From an optimization exercise on the open Yosys and OpenROAD flow, aimed at small area and a short achievable clock period; shortcuts taken in it are not production practice.
RTL that was checked went through simulation tests only; none was proved equivalent to the original.
No activity file was given, so power comes from the tool's default toggle rates.

==> flow/design.v (excerpt) <==
module sab_unpack (
    input  wire        clk,
    input  wire        rst,
    input  wire        in_valid,
    input  wire [31:0] in_word,
    input  wire [31:0] in_layout,
    output reg         out_valid,
    output reg         out_err,
    output reg  [4:0]  out_width,
    output wire [31:0] out_iqi,
    output wire [31:0] out_iqq,
    output wire [63:0] out_i,
    output wire [63:0] out_q
);
Size: ~2,500 cells after synthesis, roughly 260 flip-flops, about 270 I/O pins, ~16,000 µm² of cells after synthesis.
export LEC_CHECK = 0
export ABC_AREA = 1
export CAP_MARGIN = 20
export CORE_MARGIN = 2
export CORE_UTILIZATION = 40
export SLEW_MARGIN = 20
create_clock -name core_clock -period 10.5 [get_ports {clk}]
standard.sh (not shown) runs the stock make flow with config.mk's settings and CLKGATE_MAP_FILE= SYNTH_SCRIPT=/design/flow/synth_recipe.tcl, a recipe that flattens the netlist after the stock synthesis.
==> flow/flow/run.sh <==
#!/bin/bash
set -euo pipefail
B="BUFFER_PORTS_ARGS=-buffer_cell sky130_fd_sc_hd__buf_1"
bash standard.sh "$B" SETUP_SLACK_MARGIN=7 cts > flow_make_cts.log 2>&1
bash standard.sh "$B" SETUP_SLACK_MARGIN=6.5 finish > flow_make_finish.log 2>&1
==> next run, changes <==
==> flow/flow/run.sh (replaced) <==
#!/bin/bash
set -euo pipefail
B="BUFFER_PORTS_ARGS=-buffer_cell sky130_fd_sc_hd__buf_1"
bash standard.sh "$B" SETUP_SLACK_MARGIN=7.5 cts > flow_make_cts.log 2>&1
bash standard.sh "$B" SETUP_SLACK_MARGIN=6.8 finish > flow_make_finish.log 2>&1
Power grows by about 17%.
Final area grows by 13%.
Routed wire length grows by 6.1%.
Flip-flop and latch count does not change.
Hold slack degrades by 0.0076 ns.
==> next run, changes <==
==> flow/flow/run.sh (replaced) <==
#!/bin/bash
# The standard layout, with plain buf_1 cells as the port buffers (instead of
# the default pick) so the I/O paths and the port-buffer area stay small.
# Timing repair is aimed 7 ns below the clock period up to clock tree
# synthesis. After global routing, whose estimate runs pessimistic against
# the final extraction, it is aimed 5 ns below, so it adds little there.
set -euo pipefail
B="BUFFER_PORTS_ARGS=-buffer_cell sky130_fd_sc_hd__buf_1"
bash standard.sh "$B" SETUP_SLACK_MARGIN=7 cts > flow_make_cts.log 2>&1
bash standard.sh "$B" SETUP_SLACK_MARGIN=5 finish > flow_make_finish.log 2>&1
After rerunning: Combinational power is lower by 28%; count of clock-buffer cells in the layout is unchanged; design area falls by 12%; global-route usage went down by 0.99 points.

The RTL this note starts from:
==> flow/design.v <==
module sab_unpack (
    input  wire        clk,
    input  wire        rst,
    input  wire        in_valid,
    input  wire [31:0] in_word,
    input  wire [31:0] in_layout,
    output reg         out_valid,
    output reg         out_err,
    output reg  [4:0]  out_width,
    output wire [31:0] out_iqi,
    output wire [31:0] out_iqq,
    output wire [63:0] out_i,
    output wire [63:0] out_q
);
    wire [4:0] mi = in_layout[28:24];
    wire [4:0] li = in_layout[20:16];
    wire [4:0] mq = in_layout[12:8];
    wire [4:0] lq = in_layout[4:0];
    wire hi_zero = ~|{in_layout[31:29], in_layout[23:21],
                      in_layout[15:13], in_layout[7:5]};
    wire [5:0] span_i = {1'b0, mi} - {1'b0, li};
    wire [5:0] span_q = {1'b0, mq} - {1'b0, lq};
    wire legal = hi_zero && (span_i == span_q) && !span_i[5] &&
                 (span_i[4:1] != 4'd0);
    wire [4:0] width = span_i[4:0] - 5'd1;
    function [29:0] extract;
        input [31:0] w;
        input [4:0]  m;
        input [4:0]  l;
        reg   [33:0] wx;
        reg          s;
        reg   [31:0] g;
        integer      j;
        begin
            wx = {w, 2'b00};
            s  = wx[m];
            for (j = 0; j < 32; j = j + 1)
                g[j] = (j + 2 <= m) ? w[j] : s;
            extract = ($signed(g) >>> l);
        end
    endfunction
    reg [29:0] iqi_r;
    reg [29:0] iqq_r;
    always @(posedge clk) begin
        if (rst)
            out_valid <= 1'b0;
        else
            out_valid <= in_valid;
        out_err   <= ~legal;
        out_width <= width;
        iqi_r     <= extract(in_word, mi, li);
        iqq_r     <= extract(in_word, mq, lq);
    end
    function [63:0] to_f64;
        input [29:0] v;
        input [4:0]  w;
        reg          s;
        reg   [29:0] a;
        reg   [4:0]  lz;
        reg   [29:0] n;
        reg          nz;
        reg   [4:0]  e;
        integer      b;
        begin
            s  = v[29];
            a  = s ? (30'd0 - v) : v;
            nz = |a;
            lz = 5'd0;
            for (b = 0; b < 30; b = b + 1)
                if (a[b])
                    lz = 5'd29 - b[4:0];
            n  = a << lz;
            e  = 5'd29 - lz - w;
            to_f64 = {s, 1'b0, {5{nz}}, e & {5{nz}}, n[28:0], 23'd0};
        end
    endfunction
    assign out_iqi = {iqi_r[29], iqi_r[29], iqi_r};
    assign out_iqq = {iqq_r[29], iqq_r[29], iqq_r};
    assign out_i   = to_f64(iqi_r, out_width);
    assign out_q   = to_f64(iqq_r, out_width);
endmodule
Settings: LEC_CHECK=0, ABC_AREA=1, CAP_MARGIN=20, CORE_MARGIN=2, CORE_UTILIZATION=70, PLACE_DENSITY=0.8, SLEW_MARGIN=20; clock period 10.5 ns.
run.sh (not shown) runs the stock make flow with config.mk's settings and CLKGATE_MAP_FILE= SYNTH_SCRIPT=/design/flow/synth_recipe.tcl, a recipe that flattens the netlist after the stock synthesis.
Stock flow here: none of the scripts above is used.
The starting point finished with timing, DRC and antenna clean.
Edit:
--- a/flow/config.mk
+++ b/flow/config.mk
@@ -10,4 +10,3 @@
 export CORE_MARGIN = 2
-export CORE_UTILIZATION = 70
-export PLACE_DENSITY = 0.8
+export CORE_UTILIZATION = 40
 export SLEW_MARGIN = 20
The changed run finished with timing, DRC and antenna clean.
Final cell count is higher by about 6.4%.
Core utilization is lower by 35 points.
Design area is higher by 1.5%.
Via count is lower by about 9%.
Edit:
--- a/flow/config.mk
+++ b/flow/config.mk
@@ -10,3 +10,4 @@
 export CORE_MARGIN = 2
-export CORE_UTILIZATION = 40
+export CORE_UTILIZATION = 85
+export PLACE_DENSITY = 0.9
 export SLEW_MARGIN = 20
What happened: Now the flow aborted during global placement without I/O (3_1_place_gp_skip_io). Synthesized area stays the same. Synthesized cell count stays the same.
Function was not checked in any run of this note: the RTL went through the layout flow alone.

[afterwards: timing with drivers on the ports]
How much do the figures lean on ideal ports? The routed layouts below were timed once more, with nothing changed but the port constraints.
Step 1 sets driving cells, clkbuf_16 on the clock port and buf_2 on the other inputs (assumed; they add their load-dependent delay and slew).
Step 2 adds t to the input delays and takes it off the output delays; t is the mean of the earliest and latest rising clock arrival at the registers after step 1. Input paths then give back, and output paths get back, about the clock's delay inside the block.
Slacks: ideal / step 1 / step 2; pairs: ideal / step 1.
| run | shift t [ns] | setup slack, ns | worst setup path after step 2 | slew at the worst register clock pin (ns) | cell pins on the clock port's net |
|---|---|---|---|---|---|
| the first run of note 1 | 0.595 | 6.676 / 6.676 / 6.676 | register to register | 0.06 / 0.06 | 1 |
| the second run of note 1 | 0.605 | 6.596 / 6.596 / 6.596 | register to register | 0.07 / 0.07 | 1 |
| the third run of note 1 | 0.595 | 6.693 / 6.693 / 6.693 | register to register | 0.06 / 0.06 | 1 |
| the first run of note 2 | 0.374 | 1.853 / 1.815 / 2.189 | register to output | 0.06 / 0.06 | 1 |
| the second run of note 2 | 0.361 | 1.939 / 1.899 / 2.260 | register to output | 0.06 / 0.06 | 1 |
After both steps every run listed still meets setup and hold.
